This design comes from an exercise in tuning for small area on the open sky130 flow, not from production work. Function was checked by simulation only, so behaviour that the tests miss may differ from the original. Power is estimated from default activity; no workload was simulated.

==> design/flow/flow/run.sh <==
#!/bin/bash
set -euo pipefail
export BUFFER_PORTS_ARGS="-buffer_cell sky130_fd_sc_hd__buf_1"
export GPL_KEEP_OVERFLOW=0
export CTS_ARGS="-sink_clustering_enable -repair_clock_nets -dont_use_dummy_load -buf_list \"sky130_fd_sc_hd__clkbuf_4 sky130_fd_sc_hd__clkbuf_8\" -root_buf sky130_fd_sc_hd__clkbuf_8"
bash standard.sh > orfs_make.log 2>&1
==> design/flow/standard.sh <==
#!/bin/bash
# synth_recipe.tcl (not shown) runs the flow's synth.tcl, then flattens the netlist and writes it again
# the make line also repeats each setting of config.mk as NAME=value (left out here)
make -C /OpenROAD-flow-scripts/flow DESIGN_CONFIG=/design/flow/config.mk WORK_HOME=/design/flow/orfs CLKGATE_MAP_FILE= SYNTH_SCRIPT=/design/flow/synth_recipe.tcl "${@:-finish}"
==> design/flow/config.mk <==
export PLATFORM = sky130hd
export DESIGN_NAME = ts4231_ctrl
export DESIGN_NICKNAME = ts4231_ctrl
export VERILOG_FILES = /design/flow/design.v
export SDC_FILE = /design/flow/constraint.sdc
export NUM_CORES = 4
export LEC_CHECK = 0
export CAP_MARGIN = 5
export CORE_MARGIN = 2
export CORE_UTILIZATION = 65
export SLEW_MARGIN = 5
==> design/flow/constraint.sdc <==
create_clock -name core_clock -period 10.0 [get_ports {clk}]
set_input_delay 2.0000 -clock core_clock [delete_from_list [all_inputs] [get_ports {clk}]]
set_output_delay 2.0000 -clock core_clock [all_outputs]
set_load 0.01 [all_outputs]
==> design/flow/design.v <==
module ts4231_ctrl(clk, rst, tick_us, tick_ms, cmd_valid, cmd, e_in, d_in, e_oe, e_out, d_oe, d_out, busy, res_valid, res_ok, res_status, res_bus, res_data, configured);
  input clk;
  wire clk;
  input rst;
  wire rst;
  input tick_us;
  wire tick_us;
  input tick_ms;
  wire tick_ms;
  input cmd_valid;
  wire cmd_valid;
  input [18:0] cmd;
  wire [18:0] cmd;
  input e_in;
  wire e_in;
  input d_in;
  wire d_in;
  output e_oe;
  wire e_oe;
  output e_out;
  wire e_out;
  output d_oe;
  wire d_oe;
  output d_out;
  wire d_out;
  output busy;
  wire busy;
  output res_valid;
  wire res_valid;
  output res_ok;
  wire res_ok;
  output [2:0] res_status;
  wire [2:0] res_status;
  output [2:0] res_bus;
  wire [2:0] res_bus;
  output [15:0] res_data;
  wire [15:0] res_data;
  output configured;
  reg configured;
  wire [1:0] pn000;
  wire [1:0] pn001;
  wire pn002;
  wire pn003;
  wire pn004;
  wire pn005;
  wire pn006;
  wire pn007;
  wire pn008;
  wire pn009;
  wire pn010;
  wire pn011;
  wire pn012;
  wire pn013;
  wire pn014;
  wire pn015;
  wire pn016;
  wire pn017;
  wire pn018;
  wire pn019;
  wire pn020;
  wire pn021;
  wire pn022;
  wire pn023;
  wire pn024;
  wire pn025;
  wire pn026;
  wire pn027;
  wire pn028;
  wire pn029;
  wire pn030;
  wire pn031;
  wire pn032;
  wire pn033;
  wire pn034;
  wire pn035;
  wire pn036;
  wire pn037;
  wire pn038;
  wire pn039;
  wire pn040;
  wire pn041;
  wire pn042;
  wire pn043;
  wire pn044;
  wire pn045;
  wire pn046;
  wire pn047;
  wire pn048;
  wire pn049;
  wire pn050;
  wire pn051;
  wire pn052;
  wire pn053;
  wire pn054;
  wire pn055;
  wire pn056;
  wire pn057;
  wire pn058;
  wire pn059;
  wire pn060;
  wire pn061;
  wire pn062;
  wire pn063;
  wire pn064;
  wire pn065;
  wire pn066;
  wire pn067;
  wire pn068;
  wire pn069;
  wire pn070;
  wire pn071;
  wire pn072;
  wire pn073;
  wire pn074;
  wire pn075;
  wire pn076;
  wire pn077;
  wire pn078;
  wire pn079;
  wire pn080;
  wire pn081;
  wire pn082;
  wire pn083;
  wire pn084;
  wire pn085;
  wire pn086;
  wire pn087;
  wire pn088;
  wire pn089;
  wire pn090;
  wire pn091;
  wire pn092;
  wire pn093;
  wire pn094;
  wire pn095;
  wire pn096;
  wire pn097;
  wire pn098;
  wire pn099;
  wire pn100;
  wire pn101;
  wire pn102;
  wire pn103;
  wire pn104;
  wire pn105;
  wire pn106;
  wire pn107;
  wire pn108;
  wire pn109;
  wire pn110;
  wire pn111;
  wire pn112;
  wire pn113;
  wire pn114;
  wire pn115;
  wire pn116;
  wire pn117;
  wire pn118;
  wire pn119;
  wire pn120;
  wire pn121;
  wire pn122;
  wire pn123;
  wire pn124;
  wire pn125;
  wire pn126;
  wire pn127;
  wire pn128;
  wire pn129;
  wire pn130;
  wire pn131;
  wire pn132;
  wire pn133;
  wire pn134;
  wire pn135;
  wire pn136;
  wire pn137;
  wire pn138;
  wire pn139;
  wire pn140;
  wire pn141;
  wire pn142;
  wire pn143;
  wire pn144;
  wire pn145;
  wire pn146;
  wire pn147;
  wire pn148;
  wire pn149;
  wire pn150;
  wire pn151;
  wire pn152;
  wire pn153;
  wire pn154;
  wire pn155;
  wire pn156;
  wire pn157;
  wire pn158;
  wire pn159;
  wire pn160;
  wire pn161;
  wire pn162;
  wire pn163;
  wire pn164;
  wire pn165;
  wire pn166;
  wire pn167;
  wire pn168;
  wire pn169;
  wire pn170;
  wire pn171;
  wire pn172;
  wire pn173;
  wire pn174;
  wire pn175;
  wire pn176;
  wire pn177;
  wire pn178;
  wire pn179;
  wire pn180;
  wire pn181;
  wire pn182;
  wire pn183;
  wire pn184;
  wire pn185;
  wire pn186;
  wire pn187;
  wire pn188;
  wire pn189;
  wire pn190;
  wire pn191;
  wire pn192;
  wire pn193;
  wire pn194;
  wire pn195;
  wire pn196;
  wire pn197;
  wire pn198;
  wire pn199;
  wire pn200;
  wire pn201;
  wire pn202;
  wire pn203;
  wire pn204;
  wire pn205;
  wire pn206;
  wire pn207;
  wire pn208;
  wire pn209;
  wire pn210;
  wire pn211;
  wire pn212;
  wire pn213;
  wire pn214;
  wire pn215;
  wire pn216;
  wire pn217;
  wire pn218;
  wire pn219;
  wire pn220;
  wire pn221;
  wire pn222;
  wire pn223;
  wire pn224;
  wire pn225;
  wire pn226;
  wire pn227;
  wire pn228;
  wire pn229;
  wire pn230;
  wire pn231;
  wire pn232;
  wire pn233;
  wire pn234;
  wire pn235;
  wire pn236;
  wire pn237;
  wire pn238;
  wire pn239;
  wire pn240;
  wire pn241;
  wire pn242;
  wire pn243;
  wire pn244;
  wire pn245;
  wire pn246;
  wire pn247;
  wire pn248;
  wire pn249;
  wire pn250;
  wire pn251;
  wire pn252;
  wire pn253;
  wire pn254;
  wire pn255;
  wire pn256;
  wire pn257;
  wire pn258;
  wire pn259;
  wire pn260;
  wire pn261;
  wire pn262;
  wire pn263;
  wire pn264;
  wire pn265;
  wire pn266;
  wire pn267;
  wire pn268;
  wire pn269;
  wire pn270;
  wire pn271;
  wire pn272;
  wire pn273;
  wire pn274;
  wire pn275;
  wire pn276;
  wire pn277;
  wire pn278;
  wire pn279;
  wire pn280;
  wire pn281;
  wire pn282;
  wire pn283;
  wire pn284;
  wire pn285;
  wire pn286;
  wire pn287;
  wire pn288;
  wire pn289;
  wire pn290;
  wire pn291;
  wire pn292;
  wire pn293;
  wire pn294;
  wire pn295;
  wire pn296;
  wire pn297;
  wire pn298;
  wire pn299;
  wire pn300;
  wire pn301;
  wire pn302;
  wire pn303;
  wire pn304;
  wire pn305;
  wire pn306;
  wire pn307;
  wire pn308;
  wire pn309;
  wire pn310;
  wire pn311;
  wire pn312;
  wire pn313;
  wire pn314;
  wire pn315;
  wire pn316;
  wire pn317;
  wire pn318;
  wire pn319;
  wire pn320;
  wire pn321;
  wire pn322;
  wire pn323;
  wire pn324;
  wire pn325;
  wire pn326;
  wire pn327;
  wire pn328;
  wire pn329;
  wire pn330;
  wire pn331;
  wire pn332;
  wire pn333;
  wire pn334;
  wire pn335;
  wire pn336;
  wire pn337;
  wire pn338;
  wire pn339;
  wire pn340;
  wire pn341;
  wire pn342;
  wire pn343;
  wire pn344;
  wire pn345;
  wire pn346;
  wire pn347;
  wire pn348;
  wire pn349;
  wire pn350;
  wire pn351;
  wire pn352;
  wire pn353;
  wire pn354;
  wire pn355;
  wire pn356;
  wire pn357;
  wire pn358;
  wire pn359;
  wire pn360;
  wire pn361;
  wire pn362;
  wire pn363;
  wire pn364;
  wire pn365;
  wire pn366;
  wire pn367;
  wire pn368;
  wire pn369;
  wire pn370;
  wire pn371;
  wire pn372;
  wire pn373;
  wire pn374;
  wire pn375;
  wire pn376;
  wire pn377;
  wire pn378;
  wire pn379;
  wire pn380;
  wire pn381;
  wire pn382;
  wire pn383;
  wire pn384;
  wire pn385;
  wire pn386;
  wire pn387;
  wire pn388;
  wire pn389;
  wire pn390;
  wire pn391;
  wire pn392;
  wire pn393;
  wire pn394;
  wire pn395;
  wire pn396;
  wire pn397;
  wire pn398;
  wire pn399;
  wire pn400;
  wire pn401;
  wire pn402;
  wire pn403;
  wire pn404;
  wire pn405;
  wire pn406;
  wire pn407;
  wire pn408;
  wire pn409;
  wire pn410;
  wire pn411;
  wire pn412;
  wire pn413;
  wire pn414;
  wire pn415;
  wire pn416;
  wire pn417;
  wire pn418;
  wire pn419;
  wire pn420;
  wire pn421;
  wire pn422;
  wire pn423;
  wire pn424;
  wire pn425;
  wire pn426;
  wire pn427;
  wire pn428;
  wire pn429;
  wire pn430;
  wire pn431;
  wire pn432;
  wire pn433;
  wire pn434;
  wire pn435;
  wire pn436;
  wire pn437;
  wire pn438;
  wire pn439;
  wire pn440;
  wire [8:0] pn441;
  wire [8:0] pn442;
  wire [0:0] pn443;
  wire [0:0] pn444;
  wire [15:0] pn445;
  reg [8:0] dc;
  wire dcnt;
  reg fl;
  reg mis;
  wire [5:0] nstate;
  reg [1:0] op;
  wire [15:0] sr;
  reg [5:0] state;
  reg [1:0] va;
  reg [1:0] vb;
  assign pn008 = 4'h8 >> { state[4], state[5] };
  assign pn009 = 4'h1 >> state[3:2];
  assign pn010 = 4'h8 >> { pn008, pn009 };
  assign pn011 = 4'h4 >> state[1:0];
  assign pn012 = 4'h4 >> { state[5], state[2] };
  assign pn013 = 4'h1 >> { state[4], state[5] };
  assign pn014 = 4'h8 >> { state[2], pn013 };
  assign pn015 = 4'h1 >> { pn012, pn014 };
  assign pn016 = 4'h4 >> { state[3], pn015 };
  assign pn017 = 4'h4 >> { state[4], state[5] };
  assign pn018 = 4'h8 >> { pn009, pn017 };
  assign pn019 = 4'h1 >> { state[1], pn018 };
  assign pn020 = 4'h4 >> { pn019, pn016 };
  assign pn021 = 4'h1 >> { pn011, pn020 };
  assign pn022 = 4'h4 >> { pn010, pn021 };
  assign pn023 = 4'h8 >> { pn009, pn013 };
  assign pn024 = 4'h4 >> { pn023, state[1] };
  assign busy = 4'h1 >> { pn022, pn024 };
  assign pn025 = 4'h4 >> { state[0], state[1] };
  assign res_ok = 4'h8 >> { pn023, pn025 };
  assign pn026 = 4'h1 >> res_data[13:12];
  assign pn027 = 4'h1 >> { res_data[6], res_data[7] };
  assign pn028 = 4'h8 >> { cmd[17], cmd[18] };
  assign pn029 = 4'h8 >> { cmd[16], pn028 };
  assign pn030 = 4'h4 >> { cmd_valid, pn029 };
  assign pn031 = 4'h4 >> { pn030, busy };
  assign pn032 = 4'h4 >> state[3:2];
  assign pn033 = 4'h8 >> { state[1], pn032 };
  assign pn034 = 4'h8 >> { pn017, pn033 };
  assign pn035 = 4'h4 >> { pn034, state[0] };
  assign pn036 = 4'h8 >> { dc[0], tick_us };
  assign pn037 = 4'h4 >> { state[2], state[3] };
  assign pn038 = 4'h1 >> { state[0], state[1] };
  assign pn039 = 4'h8 >> { pn017, pn038 };
  assign pn040 = 4'h8 >> { pn037, pn039 };
  assign pn041 = 4'h8 >> { pn036, pn040 };
  assign pn042 = 4'h1 >> { pn035, pn041 };
  assign pn043 = 4'h4 >> { pn042, pn031 };
  assign pn044 = 4'h1 >> { res_data[4], res_data[5] };
  assign pn045 = 4'h1 >> res_data[3:2];
  assign pn046 = 4'h4 >> { pn045, res_data[1] };
  assign pn047 = 4'h8 >> { pn044, pn046 };
  assign pn048 = 4'h1 >> { res_data[8], res_data[9] };
  assign pn049 = 4'h4 >> { pn048, sr[15] };
  assign pn050 = 4'h1 >> { sr[14], res_data[0] };
  assign pn051 = 4'h1 >> res_data[11:10];
  assign pn052 = 4'h8 >> { pn050, pn051 };
  assign pn053 = 4'h8 >> { pn026, pn027 };
  assign pn054 = 4'h8 >> { pn052, pn053 };
  assign pn055 = 4'h8 >> { pn049, pn054 };
  assign pn056 = 4'h8 >> { pn047, pn055 };
  assign pn057 = 4'h4 >> state[5:4];
  assign pn058 = 4'h8 >> { pn033, pn057 };
  assign pn059 = 4'h8 >> { tick_ms, pn058 };
  assign pn060 = 4'h4 >> { pn059, res_data[0] };
  assign pn061 = 4'h4 >> { pn060, pn056 };
  assign pn062 = 4'h8 >> { pn047, pn061 };
  assign pn063 = 4'h4 >> { pn043, pn062 };
  assign pn064 = 4'h4 >> { pn027, pn063 };
  assign pn065 = 4'h4 >> { pn064, res_data[8] };
  assign pn066 = 4'h4 >> { pn065, res_data[9] };
  assign pn067 = 4'h4 >> { pn066, res_data[10] };
  assign pn068 = 4'h4 >> { pn067, res_data[11] };
  assign pn069 = 4'h8 >> { pn026, pn068 };
  assign pn070 = 4'h4 >> { sr[14], pn069 };
  assign pn071 = 4'h4 >> { pn069, sr[14] };
  assign pn072 = 4'h4 >> { pn043, pn071 };
  assign pn073 = 4'h4 >> { pn072, pn070 };
  assign pn074 = 4'h4 >> { pn031, cmd[14] };
  assign pn075 = 4'h1 >> { res_data[13], pn042 };
  assign pn076 = 4'h1 >> { pn074, pn075 };
  assign pn445[14] = 4'h4 >> { pn076, pn073 };
  assign pn077 = 4'h4 >> { pn068, res_data[12] };
  assign pn078 = 4'h4 >> { pn042, res_data[13] };
  assign pn079 = 4'h1 >> { pn077, pn078 };
  assign pn080 = 4'h1 >> { pn031, pn069 };
  assign pn081 = 4'h4 >> { pn080, pn079 };
  assign pn082 = 4'h1 >> { res_data[12], pn042 };
  assign pn083 = 4'h4 >> { pn031, cmd[13] };
  assign pn084 = 4'h1 >> { pn082, pn083 };
  assign pn445[13] = 4'h4 >> { pn084, pn081 };
  assign pn085 = 4'h4 >> { res_data[12], pn068 };
  assign pn086 = 4'h1 >> { pn077, pn085 };
  assign pn087 = 4'h4 >> { pn043, pn086 };
  assign pn088 = 4'h8 >> { cmd[12], pn031 };
  assign pn089 = 4'h4 >> { res_data[11], pn042 };
  assign pn090 = 4'h1 >> { pn088, pn089 };
  assign pn445[12] = 4'hb >> { pn090, pn087 };
  assign pn091 = 4'h4 >> { pn042, res_data[11] };
  assign pn092 = 4'h1 >> { pn067, pn091 };
  assign pn093 = 4'h1 >> { pn031, pn068 };
  assign pn094 = 4'h4 >> { pn093, pn092 };
  assign pn095 = 4'h4 >> { pn031, cmd[11] };
  assign pn096 = 4'h1 >> { res_data[10], pn042 };
  assign pn097 = 4'h1 >> { pn095, pn096 };
  assign pn445[11] = 4'h4 >> { pn097, pn094 };
  assign pn098 = 4'h4 >> { res_data[10], pn066 };
  assign pn099 = 4'h4 >> { pn043, pn067 };
  assign pn100 = 4'h4 >> { pn099, pn098 };
  assign pn101 = 4'h1 >> { res_data[9], pn042 };
  assign pn102 = 4'h4 >> { pn031, cmd[10] };
  assign pn103 = 4'h1 >> { pn101, pn102 };
  assign pn445[10] = 4'h4 >> { pn103, pn100 };
  assign pn104 = 4'h8 >> { dc[1], pn036 };
  assign pn105 = 4'h8 >> { dc[2], pn104 };
  assign pn106 = 4'h8 >> dc[4:3];
  assign pn107 = 4'h8 >> { pn105, pn106 };
  assign pn108 = 4'h8 >> { dc[5], pn107 };
  assign pn109 = 4'h8 >> { dc[6], pn108 };
  assign pn110 = 4'h8 >> { dc[7], pn109 };
  assign pn111 = 4'h1 >> { dc[8], pn110 };
  assign pn112 = 4'h8 >> { dc[8], pn110 };
  assign pn442[8] = 4'h1 >> { pn111, pn112 };
  assign pn113 = 4'h4 >> { res_data[9], pn065 };
  assign pn114 = 4'h4 >> { pn043, pn066 };
  assign pn115 = 4'h4 >> { pn114, pn113 };
  assign pn116 = 4'h1 >> { res_data[8], pn042 };
  assign pn117 = 4'h4 >> { pn031, cmd[9] };
  assign pn118 = 4'h1 >> { pn116, pn117 };
  assign pn445[9] = 4'h4 >> { pn118, pn115 };
  assign pn119 = 4'h4 >> { res_data[8], pn064 };
  assign pn120 = 4'h1 >> { pn065, pn119 };
  assign pn121 = 4'h4 >> { pn043, pn120 };
  assign pn122 = 4'h8 >> { cmd[8], pn031 };
  assign pn123 = 4'h4 >> { res_data[7], pn042 };
  assign pn124 = 4'h1 >> { pn122, pn123 };
  assign pn445[8] = 4'hb >> { pn124, pn121 };
  assign pn125 = 4'h1 >> { res_data[6], pn063 };
  assign pn126 = 4'h4 >> { res_data[7], pn031 };
  assign pn127 = 4'h4 >> { pn042, pn126 };
  assign pn128 = 4'h1 >> { pn125, pn127 };
  assign pn129 = 4'h8 >> { pn043, pn064 };
  assign pn130 = 4'h8 >> { cmd[7], pn031 };
  assign pn131 = 4'h1 >> { pn129, pn130 };
  assign pn445[7] = 4'hb >> { pn131, pn128 };
  assign pn132 = 4'h4 >> { res_data[6], pn062 };
  assign pn133 = 4'h1 >> { pn125, pn132 };
  assign pn134 = 4'h4 >> { pn031, cmd[6] };
  assign pn135 = 4'h1 >> { res_data[5], pn042 };
  assign pn136 = 4'h1 >> { pn134, pn135 };
  assign pn445[6] = 4'h4 >> { pn136, pn133 };
  assign pn137 = 4'h4 >> { res_data[5], res_data[3] };
  assign pn138 = 4'h4 >> { pn043, pn061 };
  assign pn139 = 4'h1 >> { res_data[1], pn138 };
  assign pn140 = 4'h8 >> { pn043, pn139 };
  assign pn141 = 4'h4 >> { pn140, res_data[2] };
  assign pn142 = 4'h8 >> { pn137, pn141 };
  assign pn143 = 4'h4 >> { pn042, pn142 };
  assign pn144 = 4'h1 >> { res_data[4], pn143 };
  assign pn145 = 4'h4 >> { pn063, res_data[5] };
  assign pn146 = 4'h4 >> { pn031, cmd[5] };
  assign pn147 = 4'h1 >> { pn145, pn146 };
  assign pn445[5] = 4'h4 >> { pn147, pn144 };
  assign pn148 = 4'h4 >> { pn043, res_data[4] };
  assign pn149 = 4'h4 >> { pn139, res_data[2] };
  assign pn150 = 4'h4 >> { pn043, pn149 };
  assign pn151 = 4'h8 >> { res_data[3], busy };
  assign pn152 = 4'h4 >> { cmd[4], busy };
  assign pn153 = 4'h1 >> { pn151, pn152 };
  assign pn154 = 4'h4 >> { pn153, pn150 };
  assign pn155 = 4'h4 >> { pn154, pn148 };
  assign pn156 = 4'h4 >> { pn148, pn154 };
  assign pn445[4] = 4'h1 >> { pn155, pn156 };
  assign pn157 = 4'h4 >> { res_data[2], pn031 };
  assign pn158 = 4'h1 >> { pn043, pn157 };
  assign pn159 = 4'h8 >> { res_data[3], pn149 };
  assign pn160 = 4'h1 >> { pn158, pn159 };
  assign pn161 = 4'h8 >> { cmd[3], pn031 };
  assign pn162 = 4'h1 >> { pn160, pn161 };
  assign pn163 = 4'h4 >> { pn150, res_data[3] };
  assign pn445[3] = 4'h1 >> { pn162, pn163 };
  assign pn164 = 4'h8 >> { cmd[2], pn031 };
  assign pn165 = 4'h4 >> { pn042, pn157 };
  assign pn166 = 4'h1 >> { pn139, pn165 };
  assign pn167 = 4'h1 >> { pn164, pn166 };
  assign pn445[2] = 4'hb >> { pn167, pn141 };
  assign pn168 = 4'h8 >> { res_data[1], pn138 };
  assign pn169 = 4'h8 >> { cmd[1], pn031 };
  assign pn170 = 4'h4 >> { res_data[0], pn042 };
  assign pn171 = 4'h1 >> { pn169, pn170 };
  assign pn172 = 4'h4 >> { pn171, pn168 };
  assign pn445[1] = 4'hb >> { pn172, pn140 };
  assign pn173 = 4'h8 >> { cmd[0], pn031 };
  assign pn174 = 4'h4 >> { res_data[0], pn059 };
  assign pn175 = 4'h4 >> { pn138, pn174 };
  assign pn176 = 4'h8 >> { d_in, pn035 };
  assign pn177 = 4'h4 >> { pn057, state[3] };
  assign pn178 = 4'h8 >> { state[1], pn037 };
  assign pn179 = 4'h8 >> { pn057, pn178 };
  assign pn180 = 4'h1 >> { pn025, pn179 };
  assign pn181 = 4'h8 >> { pn177, pn180 };
  assign pn182 = 4'h8 >> { state[0], state[1] };
  assign pn183 = 4'h8 >> { state[2], pn182 };
  assign pn184 = 4'h1 >> { pn032, pn183 };
  assign pn185 = 4'h8 >> { pn017, pn184 };
  assign pn186 = 4'h4 >> { state[3], state[5] };
  assign pn187 = 4'h4 >> { state[2], pn011 };
  assign pn188 = 4'h4 >> { pn182, state[4] };
  assign pn189 = 4'h1 >> { pn187, pn188 };
  assign pn190 = 4'h4 >> { pn186, pn189 };
  assign pn191 = 4'h1 >> { pn185, pn190 };
  assign pn192 = 4'h4 >> { pn191, pn181 };
  assign d_oe = 2'h1 >> pn192;
  assign pn193 = 4'h4 >> { state[2], pn038 };
  assign pn194 = 4'h1 >> { sr[14], pn193 };
  assign pn195 = 4'h1 >> { state[1], pn037 };
  assign pn196 = 4'h4 >> { state[4], pn195 };
  assign pn197 = 4'h4 >> { pn196, pn194 };
  assign pn198 = 4'h4 >> { pn015, pn197 };
  assign d_out = 4'h1 >> { pn192, pn198 };
  assign pn199 = 4'h1 >> { pn176, d_out };
  assign pn200 = 4'h4 >> { pn199, pn043 };
  assign pn201 = 4'h1 >> { pn175, pn200 };
  assign pn445[0] = 4'he >> { pn173, pn201 };
  assign pn202 = 4'h1 >> { dc[2], pn104 };
  assign pn442[2] = 4'h1 >> { pn105, pn202 };
  assign pn203 = 4'h1 >> { dc[1], pn036 };
  assign pn442[1] = 4'h1 >> { pn104, pn203 };
  assign pn204 = 4'h1 >> { dc[7], pn109 };
  assign pn442[7] = 4'h1 >> { pn110, pn204 };
  assign pn205 = 4'h8 >> { vb[1], va[1] };
  assign pn206 = 4'h1 >> { vb[1], va[1] };
  assign pn207 = 4'h1 >> { pn205, pn206 };
  assign pn208 = 4'h8 >> { va[0], vb[0] };
  assign pn209 = 4'h1 >> { va[0], vb[0] };
  assign pn210 = 4'h1 >> { pn208, pn209 };
  assign pn211 = 4'h1 >> { pn207, pn210 };
  assign res_bus[2] = 2'h1 >> pn211;
  assign pn212 = 4'h8 >> { pn205, pn208 };
  assign pn213 = 4'h4 >> op;
  assign pn214 = 4'h4 >> { pn213, configured };
  assign pn215 = 4'h4 >> { pn214, pn212 };
  assign pn216 = 4'h8 >> { pn205, pn209 };
  assign pn217 = 4'h4 >> { pn216, fl };
  assign pn218 = 4'h8 >> { pn206, pn208 };
  assign pn219 = 4'h8 >> { op[0], op[1] };
  assign pn220 = 4'h4 >> { pn219, pn218 };
  assign pn221 = 4'h4 >> { pn220, pn217 };
  assign pn222 = 4'h8 >> { configured, pn213 };
  assign pn223 = 4'h4 >> { pn222, pn216 };
  assign pn224 = 4'h1 >> { pn215, pn223 };
  assign res_bus[0] = 4'h4 >> { pn208, pn207 };
  assign pn225 = 4'h4 >> { configured, fl };
  assign pn226 = 4'h8 >> { res_bus[0], pn225 };
  assign pn227 = 4'h1 >> { pn224, pn226 };
  assign pn228 = 4'h1 >> { pn221, pn227 };
  assign pn229 = 4'h4 >> { pn228, pn214 };
  assign pn230 = 4'h1 >> { pn215, pn229 };
  assign pn231 = 4'h8 >> { op[0], pn206 };
  assign pn232 = 4'h8 >> { pn209, pn231 };
  assign pn233 = 4'h1 >> { pn230, pn232 };
  assign pn234 = 4'h8 >> state[3:2];
  assign pn235 = 4'h8 >> { pn182, pn234 };
  assign pn236 = 4'h8 >> { pn057, pn235 };
  assign pn237 = 4'h4 >> { pn236, pn233 };
  assign pn238 = 4'h1 >> { pn008, pn038 };
  assign pn239 = 4'h1 >> { pn009, pn238 };
  assign pn240 = 4'h1 >> { pn021, pn239 };
  assign pn241 = 4'h8 >> { pn009, pn025 };
  assign pn242 = 4'h8 >> { pn017, pn235 };
  assign pn243 = 4'h8 >> { pn213, pn242 };
  assign pn244 = 4'h1 >> { pn241, pn243 };
  assign pn245 = 4'h1 >> { fl, pn244 };
  assign pn246 = 4'h8 >> { d_in, pn058 };
  assign pn247 = 4'h8 >> { dc[6], dc[2] };
  assign pn248 = 4'h8 >> { pn106, pn247 };
  assign pn249 = 4'h4 >> { pn040, pn248 };
  assign pn250 = 4'h1 >> { pn246, pn249 };
  assign pn251 = 4'h4 >> { pn250, pn245 };
  assign pn252 = 4'h4 >> { pn251, pn240 };
  assign nstate[1] = 4'hb >> { pn252, pn237 };
  assign pn253 = 4'h1 >> { dc[0], tick_us };
  assign pn441[0] = 4'h1 >> { pn036, pn253 };
  assign pn254 = 4'h1 >> { state[1], state[3] };
  assign pn255 = 4'h4 >> { pn254, state[4] };
  assign pn256 = 4'h1 >> { state[2], pn182 };
  assign pn257 = 4'h1 >> { pn193, pn256 };
  assign pn258 = 4'h1 >> { pn011, pn257 };
  assign pn259 = 4'h4 >> { pn255, pn258 };
  assign pn260 = 4'h4 >> { state[0], pn184 };
  assign pn261 = 4'h4 >> { pn057, pn260 };
  assign pn262 = 4'h1 >> { pn246, pn261 };
  assign pn263 = 4'h4 >> { pn262, pn259 };
  assign pn264 = 4'h1 >> { pn220, pn232 };
  assign pn265 = 4'h8 >> { pn224, pn264 };
  assign pn266 = 4'h4 >> { pn236, pn265 };
  assign pn267 = 4'h8 >> { mis, fl };
  assign pn268 = 4'h8 >> { pn243, pn267 };
  assign pn269 = 4'h8 >> { pn011, pn023 };
  assign pn270 = 4'h1 >> { pn268, pn269 };
  assign pn271 = 4'h4 >> { pn270, pn266 };
  assign nstate[5] = 4'h7 >> { pn263, pn271 };
  assign pn272 = 4'h1 >> { dc[5], pn107 };
  assign pn442[5] = 4'h1 >> { pn108, pn272 };
  assign pn273 = 4'h8 >> { dc[3], pn105 };
  assign pn274 = 4'h1 >> { dc[4], pn273 };
  assign pn442[4] = 4'h1 >> { pn107, pn274 };
  assign pn275 = 4'h1 >> { dc[3], pn105 };
  assign pn442[3] = 4'h1 >> { pn273, pn275 };
  assign pn276 = 4'h1 >> { dc[6], pn108 };
  assign pn442[6] = 4'h1 >> { pn109, pn276 };
  assign pn277 = 4'h4 >> { pn071, pn031 };
  assign pn278 = 4'h4 >> { pn043, sr[15] };
  assign pn279 = 4'h4 >> { pn031, cmd[15] };
  assign pn280 = 4'h1 >> { sr[14], pn042 };
  assign pn281 = 4'h1 >> { pn279, pn280 };
  assign pn282 = 4'h4 >> { pn281, pn278 };
  assign pn445[15] = 4'h4 >> { pn282, pn277 };
  assign pn283 = 4'h8 >> { pn057, pn234 };
  assign pn284 = 4'h8 >> { pn011, pn283 };
  assign pn285 = 4'h1 >> { vb[0], pn284 };
  assign pn286 = 4'h4 >> { pn284, d_in };
  assign pn000[0] = 4'h1 >> { pn285, pn286 };
  assign pn287 = 4'h1 >> { d_in, pn284 };
  assign pn288 = 4'h4 >> { pn284, va[0] };
  assign pn001[0] = 4'h1 >> { pn287, pn288 };
  assign pn289 = 4'h4 >> { cmd[17], cmd[18] };
  assign pn290 = 4'h4 >> { pn289, busy };
  assign pn291 = 4'h8 >> { cmd[16], pn290 };
  assign pn292 = 4'h1 >> { fl, pn242 };
  assign pn293 = 4'h8 >> { fl, pn242 };
  assign pn294 = 4'h1 >> { pn292, pn293 };
  assign pn295 = 4'h8 >> { busy, pn294 };
  assign pn296 = 4'h8 >> { tick_us, dc[5] };
  assign pn297 = 4'h8 >> { pn247, pn296 };
  assign pn298 = 4'h8 >> { dc[0], dc[7] };
  assign pn299 = 4'h8 >> { dc[4], dc[8] };
  assign pn300 = 4'h8 >> { pn298, pn299 };
  assign pn301 = 4'h8 >> { pn297, pn300 };
  assign pn302 = 4'h8 >> { pn236, pn301 };
  assign pn303 = 4'h8 >> { configured, pn302 };
  assign pn304 = 4'h1 >> { pn295, pn303 };
  assign pn444 = 4'hb >> { pn304, pn291 };
  assign pn305 = 4'h1 >> { cmd[14], cmd[15] };
  assign pn306 = 4'h4 >> { pn305, busy };
  assign pn307 = 4'h4 >> { pn302, op[1] };
  assign pn308 = 4'h4 >> { busy, mis };
  assign pn309 = 4'h1 >> { pn307, pn308 };
  assign pn310 = 4'h4 >> { pn309, pn306 };
  assign pn311 = 4'h8 >> { pn056, pn059 };
  assign pn312 = 4'h1 >> { res_data[13], d_in };
  assign pn313 = 4'h8 >> { res_data[13], d_in };
  assign pn314 = 4'h1 >> { pn312, pn313 };
  assign pn315 = 4'h8 >> { pn035, pn314 };
  assign pn316 = 4'h1 >> { pn311, pn315 };
  assign pn443 = 4'hb >> { pn316, pn310 };
  assign res_bus[1] = 4'h4 >> { pn205, pn210 };
  assign pn317 = 4'h8 >> { pn214, pn237 };
  assign pn318 = 4'h8 >> { pn040, pn248 };
  assign pn319 = 4'h1 >> { pn290, pn318 };
  assign pn320 = 4'h4 >> { pn319, pn317 };
  assign pn321 = 4'h8 >> { cmd[16], cmd[18] };
  assign pn322 = 4'h1 >> { cmd[17], pn321 };
  assign pn323 = 4'h4 >> { pn322, busy };
  assign pn324 = 4'h8 >> { cmd[18], pn323 };
  assign pn325 = 4'h4 >> { pn016, state[4] };
  assign pn326 = 4'h8 >> { fl, pn018 };
  assign pn327 = 4'h1 >> { pn179, pn326 };
  assign pn328 = 4'h4 >> { pn327, pn325 };
  assign pn329 = 4'h1 >> { pn180, pn328 };
  assign pn330 = 4'h8 >> { pn014, pn025 };
  assign pn331 = 4'h4 >> { pn034, pn247 };
  assign pn332 = 4'h1 >> { pn330, pn331 };
  assign pn333 = 4'h1 >> { state[4], pn032 };
  assign pn334 = 4'h4 >> { pn038, state[3] };
  assign pn335 = 4'h1 >> { state[5], pn334 };
  assign pn336 = 4'h1 >> { pn333, pn335 };
  assign pn337 = 4'h1 >> { pn183, pn256 };
  assign pn338 = 4'h4 >> { pn337, pn336 };
  assign pn339 = 4'h8 >> { pn332, pn338 };
  assign pn340 = 4'h4 >> { pn243, pn267 };
  assign pn341 = 4'h1 >> { pn339, pn340 };
  assign pn342 = 4'h4 >> { pn341, pn329 };
  assign pn343 = 4'h4 >> { pn342, pn324 };
  assign nstate[2] = 4'h7 >> { pn320, pn343 };
  assign pn344 = 4'h1 >> { pn406, pn262 };
  assign pn345 = 4'h4 >> { state[3], pn025 };
  assign pn346 = 4'h8 >> { pn013, pn345 };
  assign pn347 = 4'h4 >> { pn234, pn017 };
  assign pn348 = 4'h4 >> { pn347, pn346 };
  assign pn349 = 4'h1 >> { pn008, pn242 };
  assign pn350 = 4'h4 >> { pn349, pn348 };
  assign pn351 = 4'h4 >> { pn013, state[3] };
  assign pn352 = 4'h4 >> { pn351, pn183 };
  assign pn353 = 4'h8 >> { pn012, pn334 };
  assign pn354 = 4'h1 >> { pn352, pn353 };
  assign pn355 = 4'h1 >> { state[3], pn183 };
  assign pn356 = 4'h4 >> { state[5], pn038 };
  assign pn357 = 4'h4 >> { pn356, pn355 };
  assign pn358 = 4'h4 >> { pn354, pn357 };
  assign e_oe = 4'h8 >> { pn350, pn358 };
  assign pn359 = 4'h1 >> { pn344, e_oe };
  assign pn360 = 4'h1 >> { pn235, pn355 };
  assign pn361 = 4'h4 >> { pn360, pn359 };
  assign pn362 = 4'h1 >> { pn014, pn246 };
  assign pn363 = 4'h1 >> { state[0], pn362 };
  assign pn364 = 4'h4 >> { pn283, pn221 };
  assign pn365 = 4'h4 >> { pn364, pn264 };
  assign pn366 = 4'h1 >> { pn363, pn365 };
  assign pn367 = 4'h4 >> { pn366, pn361 };
  assign nstate[3] = 4'h7 >> { pn320, pn367 };
  assign pn368 = 4'h8 >> { cmd[18], configured };
  assign pn369 = 4'h4 >> { pn368, busy };
  assign pn370 = 4'h4 >> { pn242, pn245 };
  assign pn371 = 4'h4 >> { pn332, pn329 };
  assign pn372 = 4'h4 >> { pn371, pn370 };
  assign pn373 = 4'h1 >> { pn212, pn265 };
  assign pn374 = 4'h4 >> { pn236, pn373 };
  assign pn375 = 4'h4 >> { pn374, pn230 };
  assign pn376 = 4'h4 >> { pn372, pn375 };
  assign pn377 = 4'h4 >> { pn376, pn369 };
  assign pn378 = 4'h4 >> { pn058, d_in };
  assign pn379 = 4'h1 >> { pn344, pn378 };
  assign pn380 = 4'h4 >> { pn260, pn379 };
  assign pn381 = 4'h1 >> { state[0], pn008 };
  assign pn382 = 4'h4 >> { pn381, pn351 };
  assign pn383 = 4'h4 >> { pn382, pn040 };
  assign pn384 = 4'h4 >> { pn383, pn378 };
  assign pn385 = 4'h1 >> { pn380, pn384 };
  assign pn386 = 4'h4 >> { pn385, pn323 };
  assign nstate[0] = 4'h7 >> { pn377, pn386 };
  assign pn387 = 4'h4 >> { pn283, state[0] };
  assign pn388 = 4'h4 >> { pn387, pn211 };
  assign pn389 = 4'h4 >> { d_in, va[0] };
  assign pn390 = 4'h4 >> { va[0], d_in };
  assign pn391 = 4'h1 >> { pn389, pn390 };
  assign pn392 = 4'h4 >> { e_in, va[1] };
  assign pn393 = 4'h4 >> { va[1], e_in };
  assign pn394 = 4'h1 >> { pn392, pn393 };
  assign pn395 = 4'h8 >> { pn391, pn394 };
  assign pn396 = 4'h8 >> { pn388, pn395 };
  assign pn397 = 4'h8 >> { pn023, pn182 };
  assign pn398 = 4'h8 >> { pn038, pn283 };
  assign pn399 = 4'h1 >> { pn397, pn398 };
  assign pn002 = 4'hb >> { pn399, pn396 };
  assign pn400 = 4'h4 >> { pn388, pn395 };
  assign pn003 = 4'hb >> { pn399, pn400 };
  assign pn401 = 4'h8 >> { cmd_valid, pn324 };
  assign pn005 = 4'he >> { rst, pn401 };
  assign pn402 = 4'h1 >> { vb[1], pn284 };
  assign pn403 = 4'h4 >> { pn284, e_in };
  assign pn000[1] = 4'h1 >> { pn402, pn403 };
  assign pn404 = 4'h1 >> { e_in, pn284 };
  assign pn405 = 4'h4 >> { pn284, va[1] };
  assign pn001[1] = 4'h1 >> { pn404, pn405 };
  assign pn406 = 4'h8 >> { mis, pn058 };
  assign pn407 = 4'h8 >> { pn385, pn406 };
  assign pn408 = 4'h8 >> { state[5], pn228 };
  assign pn409 = 4'h1 >> { state[4], pn235 };
  assign pn410 = 4'h4 >> { pn349, pn409 };
  assign pn411 = 4'h4 >> { pn410, pn408 };
  assign pn412 = 4'h4 >> { pn270, pn411 };
  assign nstate[4] = 4'hb >> { pn412, pn407 };
  assign pn413 = 4'h4 >> { cmd[16], pn322 };
  assign pn414 = 4'h1 >> { cmd[16], pn028 };
  assign pn007 = 4'h1 >> { pn413, pn414 };
  assign pn415 = 4'h1 >> { state[3], pn182 };
  assign pn416 = 4'h1 >> { pn415, pn345 };
  assign pn417 = 4'h8 >> { pn009, pn038 };
  assign pn418 = 4'h1 >> { pn178, pn417 };
  assign pn419 = 4'h4 >> { pn418, pn416 };
  assign pn420 = 4'h4 >> { pn017, pn419 };
  assign pn421 = 4'h1 >> { pn177, pn186 };
  assign pn422 = 4'h4 >> { pn011, pn421 };
  assign pn423 = 4'h8 >> { pn241, pn057 };
  assign pn424 = 4'h1 >> { pn346, pn423 };
  assign pn425 = 4'h4 >> { pn424, pn422 };
  assign e_out = 4'hb >> { pn425, pn420 };
  assign pn006 = 4'h8 >> { fl, pn340 };
  assign pn426 = 4'h4 >> { pn258, pn254 };
  assign pn427 = 4'h4 >> { state[5], pn426 };
  assign pn428 = 4'h4 >> { pn333, pn187 };
  assign pn429 = 4'h1 >> { pn330, pn428 };
  assign pn430 = 4'h8 >> { pn349, pn429 };
  assign dcnt = 4'h4 >> { pn430, pn427 };
  assign pn431 = 4'h8 >> { state[5], state[2] };
  assign pn432 = 4'h4 >> { pn431, pn297 };
  assign pn433 = 4'h1 >> { pn283, pn255 };
  assign pn434 = 4'h1 >> { pn301, pn433 };
  assign pn435 = 4'h1 >> { pn432, pn434 };
  assign pn436 = 4'h1 >> { pn036, pn431 };
  assign pn437 = 4'h4 >> { pn436, pn035 };
  assign pn438 = 4'h4 >> { pn435, pn437 };
  assign pn439 = 4'h4 >> { dcnt, pn438 };
  assign pn440 = 4'h1 >> { busy, pn030 };
  assign pn004 = 4'h1 >> { pn439, pn440 };
  assign res_status[1] = 4'h4 >> { pn022, pn038 };
  assign res_status[0] = 4'h4 >> { pn010, state[0] };
  assign res_valid = 4'he >> { pn022, res_ok };
  always @(posedge clk)
    if (rst) state[0] <= 1'h0;
    else if (pn004) state[0] <= nstate[0];
  always @(posedge clk)
    if (rst) state[1] <= 1'h0;
    else if (pn004) state[1] <= nstate[1];
  always @(posedge clk)
    if (rst) state[2] <= 1'h0;
    else if (pn004) state[2] <= nstate[2];
  always @(posedge clk)
    if (rst) state[3] <= 1'h0;
    else if (pn004) state[3] <= nstate[3];
  always @(posedge clk)
    if (rst) state[4] <= 1'h0;
    else if (pn004) state[4] <= nstate[4];
  always @(posedge clk)
    if (rst) state[5] <= 1'h0;
    else if (pn004) state[5] <= nstate[5];
  always @(posedge clk)
    if (pn005) configured <= 1'h0;
    else if (pn006) configured <= 1'h1;
  always @(posedge clk)
    if (!dcnt) dc[0] <= 1'h0;
    else dc[0] <= pn441[0];
  always @(posedge clk)
    if (!dcnt) dc[1] <= 1'h0;
    else dc[1] <= pn442[1];
  always @(posedge clk)
    if (!dcnt) dc[2] <= 1'h0;
    else dc[2] <= pn442[2];
  always @(posedge clk)
    if (!dcnt) dc[3] <= 1'h0;
    else dc[3] <= pn442[3];
  always @(posedge clk)
    if (!dcnt) dc[4] <= 1'h0;
    else dc[4] <= pn442[4];
  always @(posedge clk)
    if (!dcnt) dc[5] <= 1'h0;
    else dc[5] <= pn442[5];
  always @(posedge clk)
    if (!dcnt) dc[6] <= 1'h0;
    else dc[6] <= pn442[6];
  always @(posedge clk)
    if (!dcnt) dc[7] <= 1'h0;
    else dc[7] <= pn442[7];
  always @(posedge clk)
    if (!dcnt) dc[8] <= 1'h0;
    else dc[8] <= pn442[8];
  always @(posedge clk)
    if (pn003) va[0] <= pn000[0];
  always @(posedge clk)
    if (pn003) va[1] <= pn000[1];
  always @(posedge clk)
    if (pn002) vb[0] <= pn001[0];
  always @(posedge clk)
    if (pn002) vb[1] <= pn001[1];
  always @(posedge clk)
    if (!busy) op[0] <= pn007;
  always @(posedge clk)
    if (!busy) op[1] <= cmd[18];
  reg res_data_reg_0 ;
  always @(posedge clk)
    res_data_reg_0  <= pn445[0];
  assign res_data[0] = res_data_reg_0 ;
  reg res_data_reg_1 ;
  always @(posedge clk)
    res_data_reg_1  <= pn445[1];
  assign res_data[1] = res_data_reg_1 ;
  reg res_data_reg_2 ;
  always @(posedge clk)
    res_data_reg_2  <= pn445[2];
  assign res_data[2] = res_data_reg_2 ;
  reg res_data_reg_3 ;
  always @(posedge clk)
    res_data_reg_3  <= pn445[3];
  assign res_data[3] = res_data_reg_3 ;
  reg res_data_reg_4 ;
  always @(posedge clk)
    res_data_reg_4  <= pn445[4];
  assign res_data[4] = res_data_reg_4 ;
  reg res_data_reg_5 ;
  always @(posedge clk)
    res_data_reg_5  <= pn445[5];
  assign res_data[5] = res_data_reg_5 ;
  reg res_data_reg_6 ;
  always @(posedge clk)
    res_data_reg_6  <= pn445[6];
  assign res_data[6] = res_data_reg_6 ;
  reg res_data_reg_7 ;
  always @(posedge clk)
    res_data_reg_7  <= pn445[7];
  assign res_data[7] = res_data_reg_7 ;
  reg res_data_reg_8 ;
  always @(posedge clk)
    res_data_reg_8  <= pn445[8];
  assign res_data[8] = res_data_reg_8 ;
  reg res_data_reg_9 ;
  always @(posedge clk)
    res_data_reg_9  <= pn445[9];
  assign res_data[9] = res_data_reg_9 ;
  reg res_data_reg_10 ;
  always @(posedge clk)
    res_data_reg_10  <= pn445[10];
  assign res_data[10] = res_data_reg_10 ;
  reg res_data_reg_11 ;
  always @(posedge clk)
    res_data_reg_11  <= pn445[11];
  assign res_data[11] = res_data_reg_11 ;
  reg res_data_reg_12 ;
  always @(posedge clk)
    res_data_reg_12  <= pn445[12];
  assign res_data[12] = res_data_reg_12 ;
  reg res_data_reg_13 ;
  always @(posedge clk)
    res_data_reg_13  <= pn445[13];
  assign res_data[13] = res_data_reg_13 ;
  reg sr_reg_14 ;
  always @(posedge clk)
    sr_reg_14  <= pn445[14];
  assign sr[14] = sr_reg_14 ;
  reg sr_reg_15 ;
  always @(posedge clk)
    sr_reg_15  <= pn445[15];
  assign sr[15] = sr_reg_15 ;
  always @(posedge clk)
    fl <= pn444;
  always @(posedge clk)
    mis <= pn443;
  assign pn442[0] = pn441[0];
  assign pn441[8:1] = dc[8:1];
  assign sr[13:0] = res_data[13:0];
  assign res_data[15:14] = 2'h0;
  assign res_status[2] = res_ok;
endmodule
==> reports/results.ini, run 1 <==
[outcome]
outcome = finished clean

[setup_path]
timing_worst_setup_path_type = reg -> out
cp_data_arrival_time_ps = 2410
setup.worst_path.end_class = output port
critical_path_required_ps = 8000
cp-start-kind = flop
worstPathMaxFanout = 20

[global_route]
grt.overflow.total = 0
pin_count_of_the_biggest_net_entering_global_routing = 30
antenna_found_initial = 0
grt.total_usage_pct = 31.8
grt_first_pass_wirelength_um = 13700
number_of_global_route_vias_before_repair = 2781

[synthesis]
synth.top_cells.by_area = dfxtp_1 21%, edfxtp_1 5.6%, nor2_1 4.6%
netlist_cell_types = 69
synth_seq_area_share_pct = 27.0
postSynthCellCount = 421
syn_area_per_cell_um2 = 7.58
yosysWarningCount = 1
yosys_register_bits = 40
synthFlopType = dfxtp_1
synth-async-reset-ratio_pct = 0
mappedNetlistArea_mm2 = 0.00319
synthDominantAreaCellType = dfxtp_1
synth_edf_count = 6
synth_largest_type_area_fraction_pct = 21.3

[die]
placementRows = 25
initial_utilization_pct = 67.6
die_w_um = 74.1
design.portCount = 56
core_area_mm2 = 0.00472
floorplan.die.height_um = 74.1
die-area_mm2 = 0.00549

[layout]
finalNetCount = 474
drive_above_1_share_pct = 4.10
count_of_fill_cells_added_during_filler_insertion = 424
area_growth_syn_to_layout_pct = 3.57
n_antenna_cell = 0
final_area_mm2 = 0.00331
final_cells = 506

[timing]
period_share_pct = 44.1
max_clock_freq_mhz = 227
worstMarginPinSlew_ps = 1070
hold_viol_final = 0
slew_headroom_pct = 28.4
period_minus_slack_ps = 4410
final_max_slew_viol_count = 0
final.setup.tns_ps = 0
finClkSkew_ps = 22.5
rsz0062_at_grt = no
setup_violations = 0
setup_slack_ps = 5590

[place]
place_ws_ps = 5610
post-dp-hpwl_um = 6240
place.detailed.instances = 501
place_congestion = 0.962
placed_cell_area_mm2 = 0.00324
port_buffers = 53

[clock_network]
ctsResizeCount = 0
cts_tree = done
tritoncts.num_buffers = 5
postCtsHoldBufs = 0
clkSlewWorstSetupHoldPaths_ps = 80
clockRootBuffer = clkbuf_8
buffers_from_clock_root_to_sink_at_most = 2
post-cts-setup-buffers = 0
numClockSinks = 40
clk_latency_ps = 300
h-tree-depth = 2

[routing]
postRouteWirelength_um = 8510
postRouteAntennaNets = 0
drt_pass_1_iters = 5
detailedRoute.firstIterationViolations = 444
post_drt_via_cell_ratio = 6.60
wl_per_cell_um = 16.8
route.detailed.drc = 0
vias = 3340

[job]
maxCapViolCount = 0

[worst_hold_path]
class_of_the_tightest_hold_or_removal_check = reg -> reg

[pwr]
vdd_ir_drop_max_uv = 152
p_leak_nw = 1.16
report.power.total_mw = 0.871
power_density_mw_per_mm2 = 263

cell type report:
type	count	area (um^2)	share of cell area [%]
multi-input combinational	326	2040	61.6
timing repair buffer	53	199	6.02
sequential	40	861	26.0
tap	67	83.8	2.53
clock buffer	5	68.8	2.08
inverter	15	56.3	1.70
critical path, stage by stage, from the launching register on:
cell,delay (ps)
dfxtp_1,770
and2_4,320
ha_1,250
nor2_1,60
a21oi_1,170
a31oi_1,50
a31oi_1,230
a31oi_1,110
buf_1,150
final timing paths:
| check | from | to | slack [ps] | cells past startpoint |
|---|---|---|---|---|
| min reg2reg | sr_reg_15 | sr_reg_15 | 520 | 2 |
| max reg2reg | state[4] | res_data_reg_13 | 6500 | 11 |
| max | state[0] | d_out | 5590 | 8 |
| min | sr_reg_15 | sr_reg_15 | 520 | 2 |
flip-flops by register name, summed over array words and instances (netlist names), 2 cells and up:
signal / flops
state: 6
dc: 9
op: 2
va: 2
vb: 2
cell usage after synthesis, types with 5 or more instances:
| library cell | count |
|---|---|
| nor2_1 | 39 |
| nand2_1 | 35 |
| dfxtp_1 | 34 |
| a21oi_1 | 28 |
| o21ai_0 | 28 |
| buf_4 | 17 |
| inv_1 | 15 |
| nor2b_1 | 15 |
| nand3_1 | 13 |
| clkbuf_1 | 12 |
| nor3_1 | 11 |
| nand2b_1 | 10 |
| a211oi_1 | 9 |
| o22ai_1 | 9 |
| a31oi_1 | 8 |
| xnor2_1 | 8 |
| xor2_1 | 8 |
| buf_2 | 7 |
| ha_1 | 7 |
| edfxtp_1 | 6 |
| nand4_1 | 6 |
| a22oi_1 | 5 |
| a311oi_1 | 5 |
per-layer routing:
metal	vias up	track usage [%]	wire (um)
li1	1588	-	-
met1	1552	44.2	3620
met2	185	50.2	4070
met5	-	0	0
met4	0	9.90	145
met3	15	5.96	676
power breakdown:
part | switching (mW) | internal, mW
logic | 0.263 | 0.175
clock network | 0.0531 | 0.0450
registers | 0.115 | 0.220
total | 0.431 | 0.440
through the flow:
| stage | hold slack (ps) | util, % |
|---|---|---|
| 2_1_floorplan | 478 | - |
| 3_3_place_gp | 497 | 68.6 |
| 3_5_place_dp | 504 | 68.6 |
| 4_1_cts | 514 | 70.0 |
| 5_1_grt | 545 | 70.0 |
| 6_report | 517 | 70.0 |
logic make-up after synthesis:
kind of cell | count (synthesis) | share of synthesized area, %
AOI/OAI and AO/OA | 132 | 27.7
xor gates and xnor gates | 16 | 4.39
adders and majority gates | 7 | 2.74
buffers and inverters | 56 | 9.33
DFF | 40 | 27.0
muxes | 5 | 1.72
other | 1 | 0.117
and+or+nand+nor | 164 | 27.0
placed cells by master (no fill, tap or decap), types with 3 or more instances in the layout:
cell type  instances
buf_1             53
nor2_1            39
nand2_1           35
dfxtp_1           34
o21ai_0           28
a21oi_1           28
inv_1             15
nor2b_1           15
nand3_1           13
nor3_1            11
nand2b_1          10
o22ai_1            9
a211oi_1           9
a31oi_1            8
xnor2_1            8
xor2_1             8
ha_1               7
nand4_1            6
edfxtp_1           6
a22oi_1            5
a311oi_1           5
clkbuf_8           5
and3_1             4
nor4_1             4
mux2_2             4
nor4b_1            4
or2_2              3
o221ai_1           3
a2bb2oi_1          3
and4_1             3
a221oi_1           3
o31ai_1            3
nand3b_1           3
a2111oi_0          3
==> inputs of run 2 (changes only) <==
==> design/flow/flow/run.sh (replaced) <==
#!/bin/bash
set -euo pipefail
export BUFFER_PORTS_ARGS="-buffer_cell sky130_fd_sc_hd__buf_1"
export GPL_KEEP_OVERFLOW=0
export CTS_ARGS="-sink_clustering_enable -repair_clock_nets -dont_use_dummy_load -buf_list sky130_fd_sc_hd__clkbuf_8 -root_buf sky130_fd_sc_hd__clkbuf_8"
bash standard.sh > orfs_make.log 2>&1
==> reports/results.ini, run 2 <==
[place]
place.detailed.instances = 501  ; unchanged
port_buffers = 53  ; unchanged
placed_cell_area_mm2 = 0.00324  ; unchanged
place_congestion = 0.962  ; unchanged
post-dp-hpwl_um = 6240  ; unchanged
place_ws_ps = 5610  ; unchanged

[global_route]
number_of_global_route_vias_before_repair = 2781  ; unchanged
grt.overflow.total = 0  ; unchanged
grt.total_usage_pct = 31.8  ; unchanged
pin_count_of_the_biggest_net_entering_global_routing = 30  ; unchanged
antenna_found_initial = 0  ; unchanged
grt_first_pass_wirelength_um = 13700  ; unchanged

[pwr]
power.share.combinational_pct = 50.3  ; about the same
seq_power_share_pct = 38.4  ; about the same
power_density_mw_per_mm2 = 263  ; unchanged
p_clk_share_pct = 11.3  ; about the same
switchingPower_mw = 0.431  ; unchanged
report.power.total_mw = 0.871  ; unchanged
sw_frac_of_total_pct = 49.5  ; unchanged
vdd_ir_drop_max_uv = 152  ; unchanged
p_leak_nw = 1.16  ; unchanged
cell_internal_pwr_mw = 0.440  ; unchanged

[timing]
slew_headroom_pct = 28.4  ; unchanged
worstMarginPinSlew_ps = 1070  ; unchanged
setup_slack_ps = 5590  ; unchanged
period_minus_slack_ps = 4410  ; unchanged
setup_violations = 0  ; unchanged
hold_viol_final = 0  ; unchanged
period_share_pct = 44.1  ; unchanged
final_max_slew_viol_count = 0  ; unchanged
whs_ps = 517  ; unchanged
final.setup.tns_ps = 0  ; unchanged
max_clock_freq_mhz = 227  ; unchanged
rsz0062_at_grt = no
finClkSkew_ps = 22.5  ; unchanged

[setup_path]
regToRegEndpoint = res_data_reg_13
r2r_setup_slack_ps = 6500  ; about the same
critical_path_required_ps = 8000  ; about the same
cp_data_arrival_time_ps = 2410  ; about the same
worst_path_max_delay_cell = dfxtp_1
cp-start-kind = flop
timing_worst_setup_path_type = reg -> out
setup.worst_path.end_class = output port
crit_path_cell_trace = and2_4, ha_1, nor2_1, a21oi_1, a31oi_1, a31oi_1, a31oi_1, buf_1
reg2regPathDepth = 11  ; unchanged
worst_r2r_startpoint = state[4]
worstPathMaxFanout = 20  ; unchanged
cp_slowest_stage_delay_ps = 770  ; about the same
critPathMostFrequentCell = a31oi_1

[die]
die_w_um = 74.1  ; unchanged
floorplan.die.height_um = 74.1  ; unchanged
placementRows = 25  ; unchanged
core_area_mm2 = 0.00472  ; unchanged
design.portCount = 56  ; unchanged
die-area_mm2 = 0.00549  ; unchanged
initial_utilization_pct = 67.6  ; unchanged

[clock_network]
cts_tree = done
clockRootBuffer = clkbuf_8
numClockSinks = 40  ; unchanged
tritoncts.num_buffers = 5  ; unchanged
clkSlewWorstSetupHoldPaths_ps = 80  ; about the same
h-tree-depth = 2  ; unchanged
buffers_from_clock_root_to_sink_at_most = 2  ; unchanged
clk_latency_ps = 300  ; about the same
post-cts-setup-buffers = 0  ; unchanged
ctsResizeCount = 0  ; unchanged
postCtsHoldBufs = 0  ; unchanged

[synthesis]
synth-async-reset-ratio_pct = 0  ; unchanged
synth_common_cells = 39 x nor2_1, 35 x nand2_1, 34 x dfxtp_1
yosysWarningCount = 1  ; unchanged
synthFlopType = dfxtp_1
synth_largest_type_area_fraction_pct = 21.3  ; unchanged
postSynthCellCount = 421  ; unchanged
netlist_cell_types = 69  ; unchanged
mappedNetlistArea_mm2 = 0.00319  ; unchanged
yosys_register_bits = 40  ; unchanged
yosys.cell_count.top_type = nor2_1
synth_seq_area_share_pct = 27.0  ; unchanged
synth_edf_count = 6  ; unchanged
syn_area_per_cell_um2 = 7.58  ; unchanged
synth.top_cells.by_area = dfxtp_1 21%, edfxtp_1 5.6%, nor2_1 4.6%
synthDominantAreaCellType = dfxtp_1

[layout]
postLayoutCoreUtil_pct = 70.0  ; unchanged
area_growth_syn_to_layout_pct = 3.57  ; unchanged
register_with_the_highest_flop_count = dc
final_area_mm2 = 0.00331  ; unchanged
mostFrequentLayoutCell = buf_1
drive_above_1_share_pct = 4.10  ; unchanged
final_cells = 506  ; unchanged
largest_reg_flops = 9  ; unchanged
top_registers = dc: 9 flops, state: 6 flops
finalNetCount = 474  ; unchanged
leading_cell_types_in_the_layout_fill_and_taps_excluded = 53 x buf_1, 39 x nor2_1, 35 x nand2_1
n_antenna_cell = 0  ; unchanged

[worst_hold_path]
hp-start = sr_reg_15
worstHoldPathCells = 2  ; unchanged
hold_end = sr_reg_15
class_of_the_tightest_hold_or_removal_check = reg -> reg

[outcome]
outcome = finished clean

[routing]
wl_per_cell_um = 16.8  ; unchanged
postRouteWirelength_um = 8510  ; unchanged
detailedRoute.firstIterationViolations = 444  ; unchanged
drt_pass_1_iters = 5  ; unchanged
postRouteAntennaNets = 0  ; unchanged
route.detailed.drc = 0  ; unchanged
post_drt_via_cell_ratio = 6.60  ; unchanged
vias = 3340  ; unchanged

[job]
maxCapViolCount = 0  ; unchanged

run 2: power by group through the flow:
| stage | sequential (mW) | clock, mW | combinational, mW |
|---|---|---|---|
| after CTS | 0.331 | 0.0988 | 0.432 |
| after detailed placement | 0.334 | 0 | 0.430 |
| after global placement | 0.333 | 0 | 0.423 |
| after global routing | 0.347 | 0.105 | 0.485 |
| after floorplan | 0.262 | 0 | 0.421 |
| final | 0.335 | 0.0981 | 0.438 |
run 2: worst max-delay path by stage:
stage / from / to / slack (ps) / cells after the start
2_1_floorplan: cmd[18] / res_data_reg_13 / 6230 / 12
3_3_place_gp: cmd[18] / res_data_reg_13 / 5670 / 12
3_5_place_dp: cmd[18] / res_data_reg_13 / 5610 / 12
4_1_cts: state[0] / d_out / 5640 / 8
5_1_grt: state[0] / d_out / 5420 / 8
6_report: state[0] / d_out / 5590 / 8
run 2: final cells by class:
class                      count  area [um^2]
multi-input combinational    326         2040
fill                         424         1420
sequential                    40          861
timing repair buffer          53          199
tap                           67         83.8
clock buffer                   5         68.8
inverter                      15         56.3
run 2: routing by layer:
metal	GRT usage, %	up-vias	part of all wire (%)
met3	5.96	15	7.9
li1	-	1588	-
met2	50.2	185	48
met1	44.2	1552	43
met5	0	-	0
met4	9.90	0	1.7
run 2: cell families after synthesis:
family	count (synthesis)	synth area share, %
fa+ha+maj	7	2.74
mux	5	1.72
flops	40	27.0
simple gates	164	27.0
other cells	1	0.117
xor+xnor	16	4.39
buf+inv	56	9.33
compound gates	132	27.7
run 2: worst max-delay path, delay by kind of cell, from the launching register on:
family	cells	cell delay (ps)
AO/OA/AOI/OAI	4	560
adder cells (fa/ha/maj)	1	250
buffers and inverters	1	150
flip-flops	1	770
AND/OR/NAND/NOR	2	380

-- port drivers added, routing unchanged --
In the flow no input, the clock included, has a driving cell. The finished layouts below were timed again as built, in two steps. Step 1: set_driving_cell puts a clkbuf_16 on clk and a buf_2 on each other input, an assumption about the parent block. Step 2 also shifts input and output timing later by t, the mid clock arrival at the registers, as if the neighbouring blocks saw the same clock. a / b / c = ideal ports / drivers / drivers and shift; a / b = the first two.
run	shift t [ns]	setup WS [ns]	worst hold slack (ns)
run 1	0.316	5.590 / 5.564 / 5.591	0.517 / 0.517 / 0.517
run 2	0.316	5.590 / 5.564 / 5.591	0.517 / 0.517 / 0.517
After both steps every run listed still meets setup and hold.
